Source: an optimization exercise on an open RTL-to-GDS flow (aim: a short achievable clock period and few clock cycles). Production flows keep margins and buffers that such runs may drop.
The RTL was checked by simulation tests, not by an equivalence proof against the original design.
Power is estimated from default activity; no workload was simulated.

==> flow/design.v <==
module adc16_tapcal (
    input  wire         clk,
    input  wire         rst,           
    input  wire         start,         
    input  wire [7:0]   cfg_deskew,    
    input  wire [15:0]  cfg_iter,      
    input  wire [15:0]  cfg_snaplen,   
    output wire         busy,
    output reg          done,          
    output reg          done_err,      
    output reg          ev_valid,
    input  wire         ev_ready,
    output reg  [1:0]   ev_op,         
    output reg  [4:0]   ev_tap,
    output reg  [7:0]   ev_mask,
    input  wire         smp_valid,
    input  wire [31:0]  smp_data,
    input  wire         cap_fail,
    output reg          err_valid,
    output reg  [4:0]   err_tap,
    output wire [255:0] err_count,     
    output wire [63:0]  cal_result,    
    output wire [255:0] good_map,      
    output reg          heur_slip
);
    localparam OP_SETTAP  = 2'd0;
    localparam OP_BITSLIP = 2'd1;
    localparam OP_CAPTURE = 2'd2;
    localparam K_NONE    = 2'd0;
    localparam K_TAP     = 2'd1;
    localparam K_EMPTY   = 2'd2;
    localparam K_WRAPPED = 2'd3;
    localparam WRAP_SPAN = 5'd16;
    localparam P_IDLE    = 3'd0;
    localparam P_PROBE0  = 3'd1;
    localparam P_PROBE31 = 3'd2;
    localparam P_SWEEP   = 3'd3;
    localparam P_DECIDE  = 3'd4;
    localparam P_APPLY   = 3'd5;
    reg        busy_r;
    reg [2:0]  phase;
    reg        started;      
    reg        incap;        
    reg [15:0] rem;          
    reg        lastb;        
    reg        par;          
    reg [15:0] itrem;        
    reg        lasti;        
    reg [7:0]  deskew;
    reg [15:0] iter;
    reg [15:0] snaplen;
    reg [4:0]  tapcnt;       
    reg [31:0] tapoh;        
    reg        straddle;
    reg        apply_first;
    reg [7:0]  pend;         
    reg        bv;
    reg        bpar;
    reg        bfin;         
    reg [31:0] bd;
    reg        clr_q;
    reg        capf;
    reg [31:0] acc  [0:7];
    reg [7:0]  z;            
    reg [31:0] gmap [0:7];
    reg [7:0]  anyg;         
    reg [7:0]  oddg;         
    reg [7:0]  wrap;         
    reg [4:0]  lo   [0:7];   
    reg [4:0]  mid  [0:7];   
    reg [1:0]  ckind [0:7];
    reg [4:0]  ctap  [0:7];
    assign busy = busy_r;
    genvar g;
    generate
        for (g = 0; g < 8; g = g + 1) begin : g_out
            assign err_count [32*g +: 32] = acc[g];
            assign good_map  [32*g +: 32] = gmap[g];
            assign cal_result[8*g  +: 8]  = {ckind[g], 1'b0, ctap[g]};
        end
    endgenerate
    function [4:0] next_above;
        input [31:0] v;
        input [4:0]  m;
        integer i;
        reg found;
        begin
            next_above = 5'd0;
            found = 1'b0;
            for (i = 0; i < 32; i = i + 1)
                if (!found && v[i] && (i > m)) begin
                    next_above = i[4:0];
                    found = 1'b1;
                end
        end
    endfunction
    reg [7:0] inc;
    integer   ch;
    always @(*) begin
        for (ch = 0; ch < 4; ch = ch + 1) begin
            inc[ch]     = bv & ~bpar & (bd[8*ch +: 8] != deskew);
            inc[4 + ch] = bv &  bpar & (bd[8*ch +: 8] != deskew);
        end
    end
    wire [7:0] znext = z & ~inc;
    wire       clr   = clr_q | started;
    reg [7:0] low1;
    reg [4:0] low_tap;
    integer   j;
    always @(*) begin
        low1 = pend & (~pend + 8'd1);
        low_tap = 5'd0;
        for (j = 0; j < 8; j = j + 1)
            if (low1[j]) low_tap = low_tap | ctap[j];
    end
    wire taken    = ev_valid & ev_ready;
    wire cap_end  = incap & smp_valid & lastb;
    wire sweep_fin = bfin & (phase == P_SWEEP);
    wire decide   = (phase == P_DECIDE);
    wire apply_go = (phase == P_APPLY) & (apply_first | taken);
    integer k;
    always @(posedge clk) begin
        bv    <= smp_valid & incap;
        bd    <= smp_data;
        bpar  <= par;
        clr_q <= bfin;
        for (k = 0; k < 8; k = k + 1)
            acc[k] <= clr ? 32'd0 : acc[k] + {31'd0, inc[k]};
        z <= clr ? 8'hFF : znext;
        err_tap <= tapcnt;    
        if (!busy_r) begin
            deskew  <= cfg_deskew;
            iter    <= cfg_iter;
            snaplen <= cfg_snaplen;
        end
        if (!incap) begin
            rem   <= snaplen;
            lastb <= (snaplen == 16'd1);
            par   <= 1'b0;
        end else if (smp_valid) begin
            rem   <= rem - 16'd1;
            lastb <= (rem == 16'd2);
            par   <= ~par;
        end
        if (started) begin
            itrem <= iter;
            lasti <= (iter == 16'd1);
        end else if (cap_end) begin
            if (lasti) begin
                itrem <= iter;
                lasti <= (iter == 16'd1);
            end else begin
                itrem <= itrem - 16'd1;
                lasti <= (itrem == 16'd2);
            end
        end
        if (bfin && phase == P_PROBE0)
            straddle <= |znext;
        if (started || (bfin && phase == P_PROBE31)) begin
            tapcnt <= 5'd0;
            tapoh  <= 32'd1;
        end else if (sweep_fin) begin
            tapcnt <= tapcnt + 5'd1;
            tapoh  <= {tapoh[30:0], tapoh[31]};
        end
        if (started) begin
            anyg <= 8'd0;
            oddg <= 8'd0;
            wrap <= 8'd0;
        end
        for (k = 0; k < 8; k = k + 1) begin
            if (started) begin
                lo[k]  <= 5'd0;
                mid[k] <= 5'd0;
            end else if (sweep_fin && znext[k]) begin
                anyg[k] <= 1'b1;
                oddg[k] <= ~oddg[k];
                if (!anyg[k]) begin
                    lo[k]  <= tapcnt;
                    mid[k] <= tapcnt;
                end else begin
                    if (tapcnt - lo[k] > WRAP_SPAN)
                        wrap[k] <= 1'b1;
                    if (oddg[k])
                        mid[k] <= next_above(gmap[k] | tapoh, mid[k]);
                end
            end
        end
        if (decide) begin
            for (k = 0; k < 8; k = k + 1)
                pend[k] <= anyg[k] & ~wrap[k];
        end else if (apply_go) begin
            pend <= pend & ~low1;
        end
    end
    always @(posedge clk) begin
        for (k = 0; k < 8; k = k + 1) begin
            if (rst || started) begin
                gmap[k]  <= 32'd0;
                ckind[k] <= K_NONE;
                ctap[k]  <= 5'd0;
            end else begin
                if (sweep_fin)
                    gmap[k] <= gmap[k] | (tapoh & {32{znext[k]}});
                if (decide) begin
                    if (!anyg[k]) begin
                        ckind[k] <= K_EMPTY;
                        ctap[k]  <= 5'd0;
                    end else if (wrap[k]) begin
                        ckind[k] <= K_WRAPPED;
                        ctap[k]  <= 5'd0;
                    end else begin
                        ckind[k] <= K_TAP;
                        ctap[k]  <= mid[k];
                    end
                end
            end
        end
        if (rst || started)
            heur_slip <= 1'b0;
        else if (bfin && phase == P_PROBE31)
            heur_slip <= straddle | (|znext);
    end
    always @(posedge clk) begin
        bfin      <= cap_end & lasti & ~rst;
        capf      <= cap_fail & incap & ~rst;
        started   <= start & ~busy_r & ~rst;
        done      <= 1'b0;
        done_err  <= 1'b0;
        err_valid <= sweep_fin & ~rst;
        if (!busy_r) begin
            ev_op   <= OP_SETTAP;
            ev_tap  <= 5'd0;
            ev_mask <= 8'hFF;
            incap   <= 1'b0;
        end
        if (rst) begin
            busy_r      <= 1'b0;
            phase       <= P_IDLE;
            ev_valid    <= 1'b0;
            apply_first <= 1'b0;
        end else if (!busy_r) begin
            if (start) begin
                busy_r   <= 1'b1;
                ev_valid <= 1'b1;
                phase    <= P_PROBE0;
            end
        end else if (capf) begin
            busy_r   <= 1'b0;
            done     <= 1'b1;
            done_err <= 1'b1;
            phase    <= P_IDLE;
            ev_valid <= 1'b0;
        end else begin
            if (taken && phase != P_APPLY) begin
                case (ev_op)
                OP_CAPTURE: begin
                    ev_valid <= 1'b0;
                    incap    <= 1'b1;
                    if (!lasti) begin
                        ev_op <= OP_CAPTURE;
                    end else begin
                        ev_op   <= OP_SETTAP;
                        ev_mask <= 8'hFF;
                        ev_tap  <= (phase == P_PROBE0) ? 5'd31 : tapcnt + 5'd1;
                    end
                end
                OP_BITSLIP: begin
                    ev_op   <= OP_SETTAP;
                    ev_tap  <= 5'd0;
                    ev_mask <= 8'hFF;
                end
                default: begin
                    ev_op <= OP_CAPTURE;
                end
                endcase
            end
            if (cap_end) begin
                incap <= 1'b0;
                if (!lasti || phase == P_PROBE0 ||
                    (phase == P_SWEEP && tapcnt != 5'd31))
                    ev_valid <= 1'b1;
            end
            if (bfin) begin
                case (phase)
                P_PROBE0: phase <= P_PROBE31;
                P_PROBE31: begin
                    phase    <= P_SWEEP;
                    ev_valid <= 1'b1;
                    ev_op    <= (straddle | (|znext)) ? OP_BITSLIP : OP_SETTAP;
                    ev_tap   <= 5'd0;
                    ev_mask  <= 8'hFF;
                end
                default: begin  
                    if (tapcnt == 5'd31)
                        phase <= P_DECIDE;
                end
                endcase
            end
            if (decide) begin
                phase       <= P_APPLY;
                apply_first <= 1'b1;
            end
            if (apply_go) begin
                apply_first <= 1'b0;
                if (pend != 8'd0) begin
                    ev_valid <= 1'b1;
                    ev_op    <= OP_SETTAP;
                    ev_tap   <= low_tap;
                    ev_mask  <= low1;
                end else begin
                    ev_valid <= 1'b0;
                    busy_r   <= 1'b0;
                    done     <= 1'b1;
                    phase    <= P_IDLE;
                end
            end
        end
    end
endmodule
==> flow/flow/run.sh <==
#!/bin/bash
set -euo pipefail
bash standard.sh SETUP_SLACK_MARGIN=17 \
  "GLOBAL_PLACEMENT_ARGS=-timing_driven_net_weight_max 4 -timing_driven_nets_percentage 10" \
  finish > flow_make.log 2>&1
==> flow/standard.sh <==
#!/bin/bash
# synth_recipe.tcl (not shown) runs the flow's synth.tcl, then flattens the netlist and writes it again
# the make line also repeats each setting of config.mk as NAME=value (left out here)
make -C /OpenROAD-flow-scripts/flow DESIGN_CONFIG=/design/flow/config.mk WORK_HOME=/design/flow/orfs CLKGATE_MAP_FILE= SYNTH_SCRIPT=/design/flow/synth_recipe.tcl "${@:-finish}"
==> flow/config.mk <==
export PLATFORM = sky130hd
export DESIGN_NAME = adc16_tapcal
export DESIGN_NICKNAME = adc16_tapcal
export VERILOG_FILES = /design/flow/design.v
export SDC_FILE = /design/flow/constraint.sdc
export NUM_CORES = 4
export LEC_CHECK = 0
export ABC_CLOCK_PERIOD_IN_PS = 3000
export CAP_MARGIN = 20
export CORE_MARGIN = 2
export CORE_UTILIZATION = 40
export SLEW_MARGIN = 20
==> flow/constraint.sdc <==
create_clock -name core_clock -period 22.0 [get_ports {clk}]
set_input_delay 4.4000 -clock core_clock [delete_from_list [all_inputs] [get_ports {clk}]]
set_output_delay 4.4000 -clock core_clock [all_outputs]
set_load 0.01 [all_outputs]
==> results of run 1 <==
==> through the flow <==
stage / util, % / hold WS [ns] / std cells
after floorplan: - / 0.349 / 5168
after global placement: 47.6 / 0.380 / 6935
after detailed placement: 47.6 / 0.378 / 6935
final: 57.6 / 0.384 / 7744
after CTS: 56.9 / 0.386 / 7660
after global routing: 57.6 / 0.387 / 7741
==> worst max-delay path by stage <==
stage	to	cells past startpoint	slack (ns)	start
finish	good_map[24]	1	16.37	gmap[0][24]
global route	good_map[63]	1	16.35	gmap[1][31]
CTS	good_map[63]	1	16.35	gmap[1][31]
detailed placement	gmap[5][26]	5	13.84	rst
global placement	gmap[5][30]	5	13.94	rst
floorplan	ev_tap[3]	7	16.48	ev_ready
==> where the power goes <==
part | internal [W] | switching, W | total, W | leakage, nW
sequential | 0.00159 | 0.0000180 | 0.00161 | 7.52
combinational | 0.0000379 | 0.0000621 | 0.000100 | 15.7
clock | 0.00100 | 0.000723 | 0.00172 | 1.66
total | 0.00263 | 0.000803 | 0.00343 | 24.9
==> cells by family after synthesis <==
kind of cell,count (synthesis),share of synthesized area (%)
compound gates,1357,20.5
xor+xnor,295,6.10
fa+ha+maj,64,2.03
buf+inv,478,4.61
flops,870,43.1
mux,18,0.426
other cells,1,0.00886
simple gates,2078,23.3
==> synthesized netlist by cell type, drive strengths merged, types with 59 or more instances <==
cell and n:
clkbuf 276, or3 71, nor3 93, buf 85, dfxtp 787, and3 59, xor2 178, and2 106
nand3 180, inv 115, a21oi 577, o21ai 226, nor2 846, nand2 378, nand4 86, xnor2 117
edfxtp 83
==> area by class of cell <==
type	count	share of cell area, %
tap	1391	2.88
antenna	3	0.0124
inverter	117	0.726
multi-input combinational	3823	37.4
sequential	870	32.3
clock buffer	135	4.68
clock inverter	43	0.877
timing repair buffer	1362	21.1
==> state kept, by name (all words and copies together), names as in the netlist, 16 cells and up <==
register,cells
ckind,16
ctap,40
lo,40
itrem,16
bd,32
acc,256
mid,40
gmap,256
snaplen,16
tapoh,32
rem,16
iter,16
==> repair_timing <==
action,CTS,global route
pin swaps,15,14
buffers inserted,542,81
cloned,5,0
resized for setup,4003,33
endpoints found under the setup margin,935,680
==> routing by layer <==
metal,track usage (%),vias to the layer above,part of all wire (%)
li1,-,20600,-
met1,44.3,21400,40
met2,51.3,2367,43
met3,7.55,505,10
met4,21.6,2,7.1
met5,0,-,0.0062
==> notes.md, run 1 <==
- The number of failing hold endpoints at the final stage is 0.
- The endpoint class of the critical path is a primary output.
- Traced cell by cell, the critical path runs through buf_6.
- The clock insertion delay at the later pin of the skew report is 0.72 ns.
- The routed layout has 44900 vias.
- Static timing analysis puts the maximum clock frequency at 178 MHz.
- The routed wire length is 193000 um.
- Across the run, the number of max-cap violations was 0.
- In the final layout, the multi-input gates occupy 22600 um^2.
- The first detailed-routing pass took 5 iterations.
- In this run the count of I/O pins placed on the die edge is 680.
- For the pin with the worst max-slew slack, the measured transition is 1.35 ns.
- The path depth of the worst reg2reg path is 8.
- The final count of pins violating max slew is 0.
- The worst setup slack before clock tree synthesis is 13.84 ns.
- The most common cell after layout, fill and taps aside is sky130_fd_sc_hd__nor2_1.
- Setup repair after global routing could not meet its margin everywhere.
- The placed wire-length estimate is 129000 um.
- The area inside the core boundary is 105000 um^2.
- The class of the most critical setup path is reg -> out.
- The total power divided by cell area is 56.7 nW/um^2.
- The startpoint type of the worst setup path is a flop.
- The count of nets left with antenna violations once routing finished came out at 0.
- The DRC violation count after routing is 0.
- No sink is reached through more buffers than the 3 on the longest clock path.
- Among all flip-flop cells after synthesis, the most frequent one is sky130_fd_sc_hd__dfxtp_1.
- In this run the tightest slew margin relative to its limit is 9.87%.
- The fraction of registers with async set/reset is 0%.
- The finished cells cover 60500 um^2.
- Global routing consumed, over all layers together, 34.1% of the routing resources.
- The startpoint of the most critical register-to-register path is deskew[0].
- The die width is 329 um.
- After detailed routing, the average wire length per cell comes to 25.0 um.
- Adding up every negative setup slack in the final design gives 0 ns.
- From bottom edge to top edge, the die measures 329 um.
- The tree is rooted in a sky130_fd_sc_hd__clkbuf_16.
- The run finished with no timing, DRC or antenna violations.
- The number of register bits inferred by synthesis is 870.
- The largest single stage delay on the critical path is 0.41 ns.
- The area of the mapped netlist is 42300 um^2.
- The floorplan step defined a die boundary enclosing 108000 um^2.
- After detailed routing, the number of vias per cell comes to 5.79.
- The cell type of the slowest stage on the worst timing path is sky130_fd_sc_hd__dfxtp_4.
- The number of hold buffers added after CTS is 0.
- The post-route clock period utilization is 25.6%.
- The origin of the worst min-delay path is par.
- The sum of overflow across all layers after global routing is 0.
- The largest fanout on the critical path is 2.
- The final weighted congestion of routability-driven global placement is 0.994.
- The slack of the worst reg-to-reg path is 17.80 ns.
- VDD sags by at most 0.0561 mV.
- The area growth from synthesis to final layout is 42.9%.
- The hold path endpoint is bpar.
- TritonCTS created 98 clock buffers.
- The cell row count is 119.
- The cell taking the most area after synthesis is sky130_fd_sc_hd__dfxtp_1.
- The post-synthesis area per instance is 8.20 um^2.
- The cell depth of the worst min-delay path is 0.
- The gate count after technology mapping is 5161.
- Of the synthesized area, sequential elements account for 43.1%.
- Entering global routing, the biggest net connects 97 pins.
- The count of flip-flops with a built-in enable after synthesis is 83.
- The starting utilization of the core area is 40.3%.
- By area the synthesized netlist is led by sky130_fd_sc_hd__dfxtp_1 37%, sky130_fd_sc_hd__nor2_1 7.5%, sky130_fd_sc_hd__a21oi_1 6.8%.
- The final-layout fill cell count is 9438.
- The terminus of the critical flop-to-flop path is mid[4][0].
- The post-route netlist has 35.3% of its cells at a drive strength greater than 1.
- STA puts the critical path data required time at 17.60 ns.
- The count of buffer and inverter cells on the critical path is 1.
- The clock tree skew after final layout is 0.0460 ns.
- In the layout the commonest cells are 837 x sky130_fd_sc_hd__nor2_1, 681 x sky130_fd_sc_hd__buf_4, 598 x sky130_fd_sc_hd__buf_6, 530 x sky130_fd_sc_hd__a21oi_1, 372 x sky130_fd_sc_hd__nand2_1.
- The arrival time of the worst setup path is 1.23 ns.
- Clock-pin slew was measured on the worst setup and hold paths at 0.06 ns.
- Grouping stages by cell kind, the critical path spends the most delay in flip-flops.
- The sequential cell area is 19600 um^2.
- Setup violations remaining at the end of the flow were counted as 0.
- Yosys printed 7 warnings.
- The TritonCTS sink count is 870.
- The via count of the first global-routing pass is 41400.
- The path class of the tightest hold or removal check is reg -> reg.
- The share of the synthesized area in the top cell type is 37.2%.
- The number of antenna violations at the first check in global routing is 6.
- The number of buffers inserted by port buffering is 671.
- The placed standard-cell area is 50100 um^2.
- TritonCTS built the clock tree.
- The first global-routing pass estimated 277000 um of wire.
- In this run the number of H-tree levels came out at 3.
- In this run, the number of DRC markers left after iteration 0 of detailed routing was 4502.
- The analysis attributes to cell leakage a power of 24.9 nW.
- At the end of the flow, the number of nets in the layout was 6414.
- The worst path in the final design needs a cycle of 5.63 ns, including I/O delays and setup.
- The overall power of the completed layout is 0.00343 W.
- The netlist uses 103 different library cells.
- Setup slack closes at 16.37 ns.
Testbench counts, summed over its fixed seeds: cycles 198,242.
==> run 2, diff against run 1 <==
--- a/flow/design.v
+++ b/flow/design.v
@@ -38,6 +38,8 @@
     localparam P_DECIDE  = 3'd4;
     localparam P_APPLY   = 3'd5;
     reg        busy_r;
+    reg        idle;         
+    reg        evn;          
     reg [2:0]  phase;
     reg        started;      
     reg        incap;        
@@ -111,9 +113,9 @@
         low1 = pend & (~pend + 8'd1);
         low_tap = 5'd0;
         for (j = 0; j < 8; j = j + 1)
-            if (low1[j]) low_tap = low_tap | ctap[j];
+            if (low1[j]) low_tap = low_tap | mid[j];
     end
-    wire taken    = ev_valid & ev_ready;
+    wire taken    = ~evn & ev_ready;
     wire cap_end  = incap & smp_valid & lastb;
     wire sweep_fin = bfin & (phase == P_SWEEP);
     wire decide   = (phase == P_DECIDE);
@@ -128,7 +130,7 @@
             acc[k] <= clr ? 32'd0 : acc[k] + {31'd0, inc[k]};
         z <= clr ? 8'hFF : znext;
         err_tap <= tapcnt;    
-        if (!busy_r) begin
+        if (idle) begin
             deskew  <= cfg_deskew;
             iter    <= cfg_iter;
             snaplen <= cfg_snaplen;
@@ -224,11 +226,11 @@
     always @(posedge clk) begin
         bfin      <= cap_end & lasti & ~rst;
         capf      <= cap_fail & incap & ~rst;
-        started   <= start & ~busy_r & ~rst;
+        started   <= start & idle & ~rst;
         done      <= 1'b0;
         done_err  <= 1'b0;
         err_valid <= sweep_fin & ~rst;
-        if (!busy_r) begin
+        if (idle) begin
             ev_op   <= OP_SETTAP;
             ev_tap  <= 5'd0;
             ev_mask <= 8'hFF;
@@ -236,26 +238,33 @@
         end
         if (rst) begin
             busy_r      <= 1'b0;
+            idle        <= 1'b1;
             phase       <= P_IDLE;
             ev_valid    <= 1'b0;
+            evn         <= 1'b1;
             apply_first <= 1'b0;
-        end else if (!busy_r) begin
+        end else if (idle) begin
             if (start) begin
                 busy_r   <= 1'b1;
+                idle     <= 1'b0;
                 ev_valid <= 1'b1;
+                evn      <= 1'b0;
                 phase    <= P_PROBE0;
             end
         end else if (capf) begin
             busy_r   <= 1'b0;
+            idle     <= 1'b1;
             done     <= 1'b1;
             done_err <= 1'b1;
             phase    <= P_IDLE;
             ev_valid <= 1'b0;
+            evn      <= 1'b1;
         end else begin
             if (taken && phase != P_APPLY) begin
                 case (ev_op)
                 OP_CAPTURE: begin
                     ev_valid <= 1'b0;
+                    evn      <= 1'b1;
                     incap    <= 1'b1;
                     if (!lasti) begin
                         ev_op <= OP_CAPTURE;
@@ -278,8 +287,10 @@
             if (cap_end) begin
                 incap <= 1'b0;
                 if (!lasti || phase == P_PROBE0 ||
-                    (phase == P_SWEEP && tapcnt != 5'd31))
+                    (phase == P_SWEEP && tapcnt != 5'd31)) begin
                     ev_valid <= 1'b1;
+                    evn      <= 1'b0;
+                end
             end
             if (bfin) begin
                 case (phase)
@@ -287,6 +298,7 @@
                 P_PROBE31: begin
                     phase    <= P_SWEEP;
                     ev_valid <= 1'b1;
+                    evn      <= 1'b0;
                     ev_op    <= (straddle | (|znext)) ? OP_BITSLIP : OP_SETTAP;
                     ev_tap   <= 5'd0;
                     ev_mask  <= 8'hFF;
@@ -305,12 +317,15 @@
                 apply_first <= 1'b0;
                 if (pend != 8'd0) begin
                     ev_valid <= 1'b1;
+                    evn      <= 1'b0;
                     ev_op    <= OP_SETTAP;
                     ev_tap   <= low_tap;
                     ev_mask  <= low1;
                 end else begin
                     ev_valid <= 1'b0;
+                    evn      <= 1'b1;
                     busy_r   <= 1'b0;
+                    idle     <= 1'b1;
                     done     <= 1'b1;
                     phase    <= P_IDLE;
                 end
==> notes.md, run 2 <==
- Yosys mapped the design onto 101 distinct sky130hd cell types.
- In the global route stage, met2 resource usage came out at 52.8%.
- The area of combinational cells with multiple inputs is 22600 um^2.
- For this run, global-route usage on met1 was measured as 42.1%.
- The DRC violation count after routing is 0.
- The design draws 0.00341 W.
- The number of hold buffers added after CTS is 0.
- The maximum clock rate is 177 MHz.
- Among all flip-flop cells after synthesis, the most frequent one is sky130_fd_sc_hd__dfxtp_1.
- Yosys instantiated no cell more often than sky130_fd_sc_hd__nor2_1.
- In this run, synthesis produced a sequential element count of 872.
- The delay of the slowest critical-path stage is 0.41 ns.
- The height of the die is 329 um.
- The setup-violating endpoint count in the final report is 0.
- Setup repair after global routing could not meet its margin everywhere.
- The number of primary I/O pins is 680.
- The worst setup slack before clock tree synthesis is 15.35 ns.
- The most congested layer reported by global routing is met2.
- The area of the mapped netlist is 42300 um^2.
- During synthesis, Yosys emitted a total of 7 warnings.
- The worst setup path is launched from a flop.
- For this run, global-route usage on met3 was measured as 6.17%.
- The largest total area in the synthesized netlist belongs to sky130_fd_sc_hd__dfxtp_1.
- Counting the buffers created by CTS gives 98.
- The detailed router finished its first iteration with 4764 violations.
- The total overflow left after global routing is 0.
- The placed wire-length estimate is 126000 um.
- The cell family contributing the most delay on the critical path is flip-flops.
- The routed wire length is 189000 um.
- The clock tree from TritonCTS is yes.
- VDD sags by at most 0.0588 mV.
- The cell type of the slowest stage on the worst timing path is sky130_fd_sc_hd__dfxtp_4.
- The path depth of the worst reg2reg path is 7.
- The cell row count is 119.
- The number of buffers between clock root and the deepest sink is 3.
- Compared with the post-synthesis result, the final layout area differs by 42.8%.
- The startpoint of the most critical register-to-register path is mid[3][4].
- The count of nets after finishing is 6407.
- The via count of the first global-routing pass is 41700.
- After synthesis, the most frequently instantiated cells are 832 x sky130_fd_sc_hd__nor2_1, 789 x sky130_fd_sc_hd__dfxtp_1, 565 x sky130_fd_sc_hd__a21oi_1.
- The post-synthesis area per instance is 8.17 um^2.
- The TritonCTS sink count is 872.
- The largest registers in the layout are acc x256, gmap x256.
- Once the floorplan was initialized, standard cells occupied 40.3% of the core.
- The total routing usage reported by global routing is 33.1%.
- In this run the clock root is driven by a sky130_fd_sc_hd__clkbuf_16.
- The endpoint class of the critical path is a primary output.
- The cell depth of the worst min-delay path is 0.
- With fillers left out, the area of the finished cells amounts to 60500 um^2.
- The worst pin sits at a relative slew slack of 13.9%.
- The largest net degree at the start of global routing is 90.
- The count of buffer and inverter cells on the critical path is 1.
- Ranked by total cell area, the synthesized netlist is headed by sky130_fd_sc_hd__dfxtp_1 37%, sky130_fd_sc_hd__nor2_1 7.4%, sky130_fd_sc_hd__a21oi_1 6.7%.
- The number of search-and-repair iterations in the first detailed-routing pass is 6.
- Between clock sinks in the finished design, the worst skew comes to 0.0185 ns.
- Using the TritonRoute via totals, the vias-per-cell ratio works out to 5.82.
- The run finished with no timing, DRC or antenna violations.
- The final weighted congestion of routability-driven global placement is 0.970.
- Traced cell by cell, the critical path runs through buf_6.
- The transition time at the pin with the least slew margin is 1.29 ns.
- The core region is 105000 um^2.
- The fraction of final layout cells with drive strength greater than 1 is 34.6%.
- Registers take 19600 um^2.
- Dividing the final minimum period by the clock period gives 25.6%.
- The slack of the worst reg-to-reg path is 18.42 ns.
- The final-layout fill cell count is 9454.
- The number of failing hold endpoints at the final stage came to 0.
- For the final routed database, the setup TNS stands at 0 ns.
- The analysis attributes to cell leakage a power of 24.6 nW.
- The die area is 108000 um^2.
- Leaving out fill and tap cells, the most frequent cell in the layout is sky130_fd_sc_hd__nor2_1.
- The critical path in this run is classified as reg -> out.
- The hold path endpoint is bpar.
- The worst path needs 5.64 ns of the cycle, external delays included.
- The fraction of the yosys area taken by sequential cells is 43.2%.
- The final route contains 45100 vias.
- Data arrives at the worst endpoint at 1.24 ns.
- Once detail routing completed, the nets flagged for antenna violations numbered 0.
- The worst-case setup margin in the final layout is 16.36 ns.
- The tightest hold path in the finished design has a slack of 0.372 ns.
- The count of flip-flops with a built-in enable after synthesis is 83.
- The global-route wire length before repair is 271000 um.
- The library cells used most frequently in the layout, excluding fill and tap cells, are 824 x sky130_fd_sc_hd__nor2_1, 656 x sky130_fd_sc_hd__buf_4, 596 x sky130_fd_sc_hd__buf_6, 518 x sky130_fd_sc_hd__a21oi_1, 383 x sky130_fd_sc_hd__nand2_1.
- The origin of the worst setup path is gmap[7][30].
- The fraction of registers with async set/reset is 0%.
- Counting every instance in the synthesized netlist gives 5181.
- Clock-pin slew was measured on the worst setup and hold paths at 0.06 ns.
- The H-tree depth is 3.
- The total power divided by cell area is 56.4 nW/um^2.
- At the later pin of the worst-skew pair, clock insertion delay measures 0.71 ns.
- The final count of pins violating max slew is 0.
- The die width is 329 um.
- In this run the critical register-to-register path is captured at mid[3][2].
- Dividing the detail-routed wire length by the instance count gives 24.4 um.
- The share of the synthesized area in the top cell type is 37.3%.
- The largest fanout on the critical path is 2.
- Port buffering added 671 buffers.
- The placed standard-cell area is 50200 um^2.
- The origin of the worst min-delay path is par.
- The number of antenna violations at the first check in global routing was 7.
- The number of maximum-capacitance constraint violations is 0.
- The path type of the worst min-delay path is reg -> reg.
- Data on the critical path is required at its endpoint by 17.60 ns.
==> run 2: changes by cell type in the layout (fill, tap and decap cells not counted), moves of 13 or more <==
cell	before	now
sky130_fd_sc_hd__nor4_1	52	77
sky130_fd_sc_hd__xnor2_1	117	137
sky130_fd_sc_hd__nor3b_1	9	22
sky130_fd_sc_hd__xor2_1	178	156
sky130_fd_sc_hd__nor2_1	837	824
sky130_fd_sc_hd__buf_4	681	656
sky130_fd_sc_hd__dfxtp_2	365	350
sky130_fd_sc_hd__o211ai_1	25	38
sky130_fd_sc_hd__dfxtp_4	228	246
==> run 2: area by class of cell <==
cell class	instances	share of cell area [%]
Timing Repair Buffer	1342	21.1
Tap cell	1391	2.88
Multi-Input combinational cell	3832	37.3
Inverter	119	0.739
Clock inverter	41	0.848
Antenna cell	1	0.00414
Sequential cell	872	32.5
Clock buffer	138	4.67
==> run 2: logic make-up after synthesis <==
| family | Yosys count | share of synthesized area (%) |
|---|---|---|
| other | 1 | 0.00886 |
| flip-flops | 872 | 43.2 |
| buffers and inverters | 486 | 4.62 |
| AO/OA/AOI/OAI | 1340 | 19.9 |
| adder cells (fa/ha/maj) | 64 | 2.03 |
| multiplexers | 18 | 0.432 |
| AND/OR/NAND/NOR | 2107 | 23.7 |
| XOR/XNOR | 293 | 6.06 |
==> run 2: power breakdown <==
group          leakage (nW)  total [W]  switching (W)  internal [W]
combinational          15.4  0.0000947      0.0000564     0.0000383
sequential             7.54    0.00160      0.0000122       0.00159
clock                  1.63    0.00172       0.000723      0.000994
total                  24.6    0.00341       0.000792       0.00262
==> run 2: how the worst max path moves through the flow <==
stage                         end  depth (start not counted)
floorplan              ev_mask[1]                          6
global placement      gmap[3][11]                          5
detailed placement    gmap[0][10]                          5
CTS                 good_map[254]                          1
global route        good_map[254]                          1
finish              good_map[254]                          1
==> run 2: per-stage QoR <==
step           util, %  std cells
2_1_floorplan        -       5188
3_3_place_gp      47.8       6959
3_5_place_dp      47.8       6960
4_1_cts           56.9       7663
5_1_grt           57.5       7735
6_report          57.5       7736
==> run 2: what timing repair did <==
| item | in CTS | in global routing |
|---|---|---|
| setup buffers | 516 | 71 |
| endpoints found under the setup margin | 919 | 757 |
| resized for setup | 4031 | 27 |
| gates cloned | 8 | 1 |
| pin swaps | 9 | 10 |
==> run 2: routing by layer <==
layer | up-vias | part of all wire, %
met1 | 21600 | 39
met4 | 10 | 6.5
met3 | 546 | 9.4
met2 | 2304 | 45
li1 | 20600 | -
met5 | - | 0.034
Testbench counts of run 2, summed over its fixed seeds: cycles 198,242.
==> run 3, diff against run 2 <==
--- a/flow/config.mk
+++ b/flow/config.mk
@@ -9,4 +9,6 @@
 export CAP_MARGIN = 20
 export CORE_MARGIN = 2
 export CORE_UTILIZATION = 40
+export CTS_CLUSTER_DIAMETER = 100
+export CTS_CLUSTER_SIZE = 20
 export SLEW_MARGIN = 20
==> notes.md, run 3 <==
- The run finished with no timing, DRC or antenna violations.
- For this run, the total global-route usage over all layers was measured as 32.8%.
- The die area is 108000 um^2.
- Leaving out fill and tap cells, the most frequent cells in the layout are 824 x sky130_fd_sc_hd__nor2_1, 649 x sky130_fd_sc_hd__buf_4, 596 x sky130_fd_sc_hd__buf_6, 518 x sky130_fd_sc_hd__a21oi_1, 383 x sky130_fd_sc_hd__nand2_1.
- The DRC violation count after routing is 0.
- Summed over all instances, the cell type with the most area after synthesis is sky130_fd_sc_hd__dfxtp_1.
- The average via count per standard cell is 5.85.
- For this run, the top clock speed supported by timing is 177 MHz.
- The total power divided by cell area is 46.6 nW/um^2.
- In this run the critical register-to-register path is launched from mid[3][4].
- The area of the mapped netlist is 42300 um^2.
- Including well taps, the total number of placed cells is 6960.
- The area inside the core boundary is 105000 um^2.
- The leakage component of the power is 23.7 nW.
- Among all flip-flop cells after synthesis, the most frequent one is sky130_fd_sc_hd__dfxtp_1.
- The endpoint class of the critical path is a primary output.
- The top cell family by delay on the critical path is flip-flops.
- The H-tree depth is 2.
- By area the synthesized netlist is led by sky130_fd_sc_hd__dfxtp_1 37%, sky130_fd_sc_hd__nor2_1 7.4%, sky130_fd_sc_hd__a21oi_1 6.7%.
- The Yosys step of the flow raised 7 warnings.
- The detailed router's first-iteration violation count is 4755.
- The via count of the first global-routing pass was 41100.
- In the final routed layout, each cell accounts on average for 24.7 um.
- The overall via count from detail_route is 44600.
- The tree is rooted in a sky130_fd_sc_hd__clkbuf_16.
- The placed standard-cell area is 50200 um^2.
- The cell type of the slowest stage on the worst timing path is sky130_fd_sc_hd__dfxtp_4.
- The number of buffers created by CTS is 51.
- Once the floorplan was initialized, standard cells occupied 40.3% of the core.
- By instance count, the leading cell after synthesis is sky130_fd_sc_hd__nor2_1.
- After synthesis, the most frequently instantiated cells are 832 x sky130_fd_sc_hd__nor2_1, 789 x sky130_fd_sc_hd__dfxtp_1, 565 x sky130_fd_sc_hd__a21oi_1.
- No sink is reached through more buffers than the 3 on the longest clock path.
- Measured along the y axis, the die boundary spans 329 um.
- Entering global routing, the biggest net connects 90 pins.
- The met3 routed wirelength is 17500 um.
- The count of placed standard cells in the final layout, fillers left out is 7625.
- The number of buffers inserted by port buffering is 671.
- The multi-input combinational cells in the finished layout cover a total of 22600 um^2.
- Leaving out fill and tap cells, the most frequent cell in the layout is sky130_fd_sc_hd__nor2_1.
- The post-route clock period utilization is 25.6%.
- The first global-routing pass estimated 268000 um of wire.
- In this run the worst path has a maximum fanout of 2.
- The count of buffer and inverter cells on the critical path is 1.
- Measured along the x axis, the die boundary spans 329 um.
- The worst register-to-register path has a depth of 7.
- The clock insertion delay at the later pin of the skew report is 0.71 ns.
- TritonCTS built the clock tree.
- For this design, the sink count on the clock tree is 872.
- The highest routing layer actually used is met4.
- The number of maximum-capacitance constraint violations is 0.
- After layout, the minimum clock period comes to 5.64 ns.
- For this run, the register share of the synthesized area comes to 43.2%.
- The hold path endpoint is bpar.
- Once detail routing completed, the nets flagged for antenna violations numbered 0.
- The placed wire-length estimate is 126000 um.
- The worst hold path was traced through 0 stages.
- The share of the synthesized area in the top cell type is 37.3%.
- In this run, post-CTS hold repair placed 0 buffers.
- The setup-violating endpoint count in the final report is 0.
- The post-synthesis area per instance is 8.17 um^2.
- The final-layout fill cell count is 9686.
- Once layout is complete, the utilization of the core stands at 55.7%.
- Across the whole layout, storage elements account for 19600 um^2.
- The clock tree skew after final layout is 0.0280 ns.
- Setup repair after global routing could not meet its margin everywhere.
- The post-route netlist has 33.6% of its cells at a drive strength greater than 1.
- After global routing the overflow that remains totals 0.
- In this run the tightest slew margin relative to its limit is 13.2%.
- The accumulated negative setup slack is 0 ns.
- The first detailed-routing pass ran for 6 iterations.
- After synthesis, the netlist uses 101 different library cells.
- The met2 wire length is 84000 um.
- The number of failing hold endpoints at the final stage is 0.
- The number of register bits inferred by synthesis is 872.
- The path class of the tightest hold or removal check is reg -> reg.
- Relative to the synthesized area, the layout overhead comes to 38.4%.
- The routed metal-1 wirelength is 73600 um.
- The gate count after technology mapping is 5181.
- The fraction of registers with async set/reset is 0%.
- The setup path with the least slack is of type reg -> out.
- Walking the worst path, the cells encountered are buf_6.
- The final count of pins violating max slew came to 0.
- After routing the design area is 58600 um^2.
- Wires add up to 188000 um.
- The clock edge transition at the registers on the reported setup and hold paths is 0.09 ns.
- The origin of the worst min-delay path is par.
- In this run the critical register-to-register path is captured at mid[3][2].
- The count of nets after finishing is 6356.
- The number of primary I/O pins is 680.
- The cell row count is 119.
- Counting flops with a built-in enable in the synthesized netlist gives 83.
- For the pin with the worst max-slew slack, the measured transition is 1.30 ns.
- The largest registers in the layout are acc x256, gmap x256.
- In this design, the stage delay of the slowest critical-path cell is 0.42 ns.
- The final weighted congestion of routability-driven global placement is 0.970.
- The slack of the worst reg-to-reg path is 18.41 ns.
- The number of antenna violations at the first check in global routing is 4.
- Data on the critical path is required at its endpoint by 17.60 ns.
- The arrival time of the worst setup path is 1.24 ns.
- The worst IR drop on VDD is 0.0585 mV.
- STA classifies the critical path startpoint as a flop.
run 3: cell counts after synthesis:
No cell type changed its count.
run 3: logic make-up (layout without fill, tap and decap cells):
family | after synthesis | count (layout) | synth area share, %
buf+inv | 486 | 1529 | 4.62
xor+xnor | 293 | 293 | 6.06
other cells | 1 | 9 | 0.00886
simple gates | 2107 | 2108 | 23.7
compound gates | 1340 | 1341 | 19.9
fa+ha+maj | 64 | 64 | 2.03
mux | 18 | 18 | 0.432
flops | 872 | 872 | 43.2
run 3: how the worst max path moves through the flow:
stage / startpoint / end / slack (ns) / cells after the start
3_5_place_dp: rst / gmap[0][10] / 15.35 / 5
5_1_grt: gmap[7][30] / good_map[254] / 16.33 / 1
3_3_place_gp: rst / gmap[3][11] / 15.42 / 5
4_1_cts: gmap[7][30] / good_map[254] / 16.35 / 1
6_report: gmap[7][30] / good_map[254] / 16.36 / 1
2_1_floorplan: ev_ready / ev_mask[1] / 16.54 / 6
run 3: repair_timing:
item                                    4_1_cts  5_1_grt
endpoints found under the setup margin      919      752
pin swaps                                    10       10
resized for setup                          4019       23
buffers inserted                            513       66
cloned                                        8        5
endpoints found under the hold margin         0        0
run 3: layout make-up:
cell class | count | area share, %
flip-flops and latches | 872 | 33.5
clock buffers | 65 | 2.32
multi-input cells | 3832 | 38.5
inverters | 119 | 0.763
diodes | 1 | 0.00427
well taps | 1391 | 2.97
repair buffers | 1338 | 21.8
clock inverters | 7 | 0.158
run 3: where the power goes:
part | leakage (nW) | switching (W) | internal (W)
sequential | 7.53 | 0.0000123 | 0.00159
clock | 0.710 | 0.000588 | 0.000445
combinational | 15.4 | 0.0000588 | 0.0000402
run 3: layer usage:
layer  vias up  GRT usage, %
met4         0          19.2
met2      2239          51.9
met1     21400          41.8
met5         -             0
li1      20400             -
met3       531          6.13
run 3: stage by stage:
| stage | hold slack [ns] | worst slack, ns | total power (W) |
|---|---|---|---|
| 3_5_place_dp | 0.368 | 15.35 | 0.00174 |
| 2_1_floorplan | 0.349 | 16.54 | 0.00172 |
| 3_3_place_gp | 0.364 | 15.42 | 0.00174 |
| 4_1_cts | 0.380 | 16.35 | 0.00274 |
| 6_report | 0.375 | 16.36 | 0.00273 |
| 5_1_grt | 0.390 | 16.33 | 0.00281 |
==> run 4, diff against run 3 <==
--- a/flow/config.mk
+++ b/flow/config.mk
@@ -8,7 +8,7 @@
 export ABC_CLOCK_PERIOD_IN_PS = 3000
 export CAP_MARGIN = 20
 export CORE_MARGIN = 2
-export CORE_UTILIZATION = 40
+export CORE_UTILIZATION = 46
 export CTS_CLUSTER_DIAMETER = 100
 export CTS_CLUSTER_SIZE = 20
 export SLEW_MARGIN = 20
==> notes.md, run 4 <==
- The run finished with no timing, DRC or antenna violations.
- The accumulated negative setup slack is 0 ns.
- In the synthesized netlist the async set-or-reset flop fraction comes to 0%.
- Entering global routing, the biggest net connects 91 pins.
- At the end of routability-driven placement, the weighted congestion stood at 0.982.
- The count of flip-flops with a built-in enable after synthesis is 83.
- The via count of the first global-routing pass is 40500.
- Power spread over the standard cell area amounts to 46.4 nW/um^2.
- The post-route clock period utilization is 25.6%.
- The total overflow left after global routing is 0.
- In this run the static leakage power is 23.6 nW.
- Routed signal wires occupy layers up through met5.
- Setup repair after global routing could not meet its margin everywhere.
- The gate count after technology mapping is 5181.
- The setup-violating endpoint count in the final report is 0.
- The number of maximum-capacitance constraint violations is 0.
- The routed metal-1 wirelength is 71400 um.
- The cell taking the most area after synthesis is sky130_fd_sc_hd__dfxtp_1.
- The dominant register cell in the synthesized netlist is sky130_fd_sc_hd__dfxtp_1.
- The detailed router's first-iteration violation count is 4599.
- Global routing used 36.9% of the available tracks.
- CTS built an H-tree with a depth of 2.
- The global-route wire length before repair is 263000 um.
- The number of primary I/O pins is 680.
- The clock tree root buffer cell is sky130_fd_sc_hd__clkbuf_16.
- The TritonCTS sink count is 872.
- Using the TritonRoute via totals, the vias-per-cell ratio works out to 5.98.
- The area growth from synthesis to final layout is 37.0%.
- After detailed routing, the met2 layer carries 81400 um of wire.
- Static timing analysis puts the maximum clock frequency at 178 MHz.
- The floorplan has 111 rows.
- The starting utilization of the core area is 46.3%.
- In this run the remaining antenna-violating nets after routing total 0.
- The clock insertion delay at the later pin of the skew report is 0.69 ns.
- The number of antenna violations at the first check in global routing was 4.
- Input and output buffers added on the ports amount to 671.
- The area inside the core boundary is 91400 um^2.
- The area of the mapped netlist is 42300 um^2.
- The number of hold buffers added after CTS is 0.
- Across the VDD grid, the largest voltage drop is 0.0586 mV.
- After detailed routing, the average wire length per cell comes to 24.7 um.
- The clock period minus worst slack is 5.62 ns.
- The post-route netlist has 33.5% of its cells at a drive strength greater than 1.
- Of all nets on the critical path, the largest fanout is 3.
- Including well taps, the total number of placed cells is 6756.
- In the post-synthesis netlist, the biggest area contributors are sky130_fd_sc_hd__dfxtp_1 37%, sky130_fd_sc_hd__nor2_1 7.4%, sky130_fd_sc_hd__a21oi_1 6.7%.
- The clock edge transition at the registers on the reported setup and hold paths is 0.09 ns.
- The count of nets after finishing is 6347.
- The top cell family by delay on the critical path is flip-flops.
- The die is 307 um wide.
- In the post-synthesis netlist, the cell with the most instances is sky130_fd_sc_hd__nor2_1.
- At the worst endpoint, the required time is 17.60 ns.
- The number of buffers between clock root and the deepest sink is 3.
- The height of the die is 307 um.
- The slowest stage of the critical path belongs to the cell sky130_fd_sc_hd__dfxtp_4.
- Sequential elements use 43.2% of the synthesized area.
- The largest registers in the layout are acc x256, gmap x256.
- The routed wire length is 183000 um.
- The die covers 94500 um^2.
- The commonest cells after synthesis are 832 x sky130_fd_sc_hd__nor2_1, 789 x sky130_fd_sc_hd__dfxtp_1, 565 x sky130_fd_sc_hd__a21oi_1.
- Synthesis inferred 872 register bits.
- For this run, the slowest stage of the critical path takes 0.42 ns.
- The endpoint class of the critical path is a primary output.
- The critical path goes through buf_6.
- The count of placed standard cells in the final layout, fillers left out is 7411.
- The clock tree from TritonCTS is yes.
- The post-synthesis area per instance is 8.17 um^2.
- The routed layout has 44300 vias.
- The transition time at the pin with the least slew margin is 1.32 ns.
- The met3 routed wirelength is 18200 um.
- The worst setup path is launched from a flop.
- The worst setup path is of the reg -> out kind.
- In this run the worst hold path is classified as reg -> reg.
- Summed over its instances, the top area cell type makes up 37.3% of the synthesized netlist area.
- The number of buffers and inverters on the critical path is 1.
- The clock arrives with 0.0191 ns of skew.
- During synthesis, Yosys emitted a total of 7 warnings.
- The first detailed-routing pass ran for 6 iterations.
- The final count of pins violating max slew is 0.
- In this run the tightest slew margin relative to its limit is 12.1%.
- The DRC violation count after routing is 0.
- The number of failing hold endpoints at the final stage was 0.
- The placed wire-length estimate is 124000 um.
- In this run, distinct cell masters in the synthesized netlist total 101.
- The arrival time of the worst setup path is 1.22 ns.
- The most common cell after layout, fill and taps aside is sky130_fd_sc_hd__nor2_1.
- In the layout the commonest cells are 828 x sky130_fd_sc_hd__nor2_1, 653 x sky130_fd_sc_hd__buf_4, 592 x sky130_fd_sc_hd__buf_6, 517 x sky130_fd_sc_hd__a21oi_1, 384 x sky130_fd_sc_hd__dfxtp_2.
- TritonCTS created 50 clock buffers.
[run 4: timing repair]
action | in CTS | in global routing
buffers inserted | 500 | 79
endpoints found under the setup margin | 953 | 652
cloned | 3 | 1
pin swaps | 6 | 7
resized for setup | 3992 | 22
[run 4: layer usage]
layer | up-vias | track usage (%)
met4 | 2 | 21.1
met5 | - | 0
met2 | 2292 | 58.3
met3 | 531 | 7.82
met1 | 21100 | 46.8
li1 | 20400 | -
[run 4: area by class of cell]
class                   count  area, um^2
diodes                      4        10.0
clock buffers              62        1330
clock inverters             6        65.1
fillers                  7977       33400
inverters                 119         447
multi-input cells        3830       22500
flip-flops and latches    872       19600
well taps                1186        1480
repair buffers           1332       12600
[run 4: per-stage QoR]
step / setup slack (ns) / cell area [um^2] / total power (W) / util [%] / hold slack [ns]
final: 16.38 / 58000 / 0.00269 / 63.5 / 0.370
after global routing: 16.34 / 58000 / 0.00277 / 63.5 / 0.381
after CTS: 16.36 / 57300 / 0.00270 / 62.7 / 0.374
after detailed placement: 14.17 / 50000 / 0.00174 / 54.7 / 0.361
after global placement: 14.24 / 50000 / 0.00174 / 54.7 / 0.363
after floorplan: 16.54 / 43100 / 0.00172 / - / 0.349
[run 4: worst paths after layout]
| check | from | to | slack, ns | cells after the start |
|---|---|---|---|---|
| worst max register to register | deskew[0] | mid[7][3] | 18.31 | 7 |
| worst min-delay path | par | bpar | 0.37 | 0 |
| worst min register to register | par | bpar | 0.37 | 0 |
| worst max-delay path | gmap[7][22] | good_map[246] | 16.38 | 1 |
[run 4: power breakdown]
part           internal, W  leakage, nW  switching (W)   total, W
Combinational    0.0000348         15.4      0.0000518  0.0000866
Sequential         0.00159         7.53      0.0000141    0.00160
Clock             0.000429        0.676       0.000570   0.000999
Total              0.00205         23.6       0.000636    0.00269
[run 4: kinds of logic after synthesis]
kind of cell	Yosys count	synth area share, %
AO/OA/AOI/OAI	1340	19.9
XOR/XNOR	293	6.06
adder cells (fa/ha/maj)	64	2.03
buffers and inverters	486	4.62
flip-flops	872	43.2
multiplexers	18	0.432
other	1	0.00886
AND/OR/NAND/NOR	2107	23.7

-- static timing again, ports no longer ideal --
No port has a modelled driver above. Below, the same layouts with a new extraction and two added sets of constraints. Step 1 sets driving cells, clkbuf_16 on the clock port and buf_2 on the other inputs (assumed; they add their load-dependent delay and slew). Step 2 times the ports against the registers' clock, not the clock port: input delays grow and output delays shrink by t, the midpoint of the rising clock arrivals with the driver on. a / b / c = ideal ports / drivers / drivers and shift; a / b = the first two.
run | shift t [ns] | slack for setup (ns) | worst hold slack (ns) | worst setup path after step 2
run 1 | 0.774 | 16.370 / 16.285 / 16.125 | 0.384 / 0.384 / 0.384 | input to register
run 2 | 0.774 | 16.362 / 16.284 / 16.296 | 0.372 / 0.372 / 0.372 | input to register
run 3 | 0.774 | 16.364 / 16.281 / 16.296 | 0.375 / 0.375 / 0.375 | input to register
run 4 | 0.758 | 16.375 / 16.298 / 16.316 | 0.370 / 0.370 / 0.370 | input to register
After both steps setup and hold are still met in every run listed. The setup slack of run 1, which loses most, moves by -0.085 ns with the drivers and by -0.245 ns with both steps.
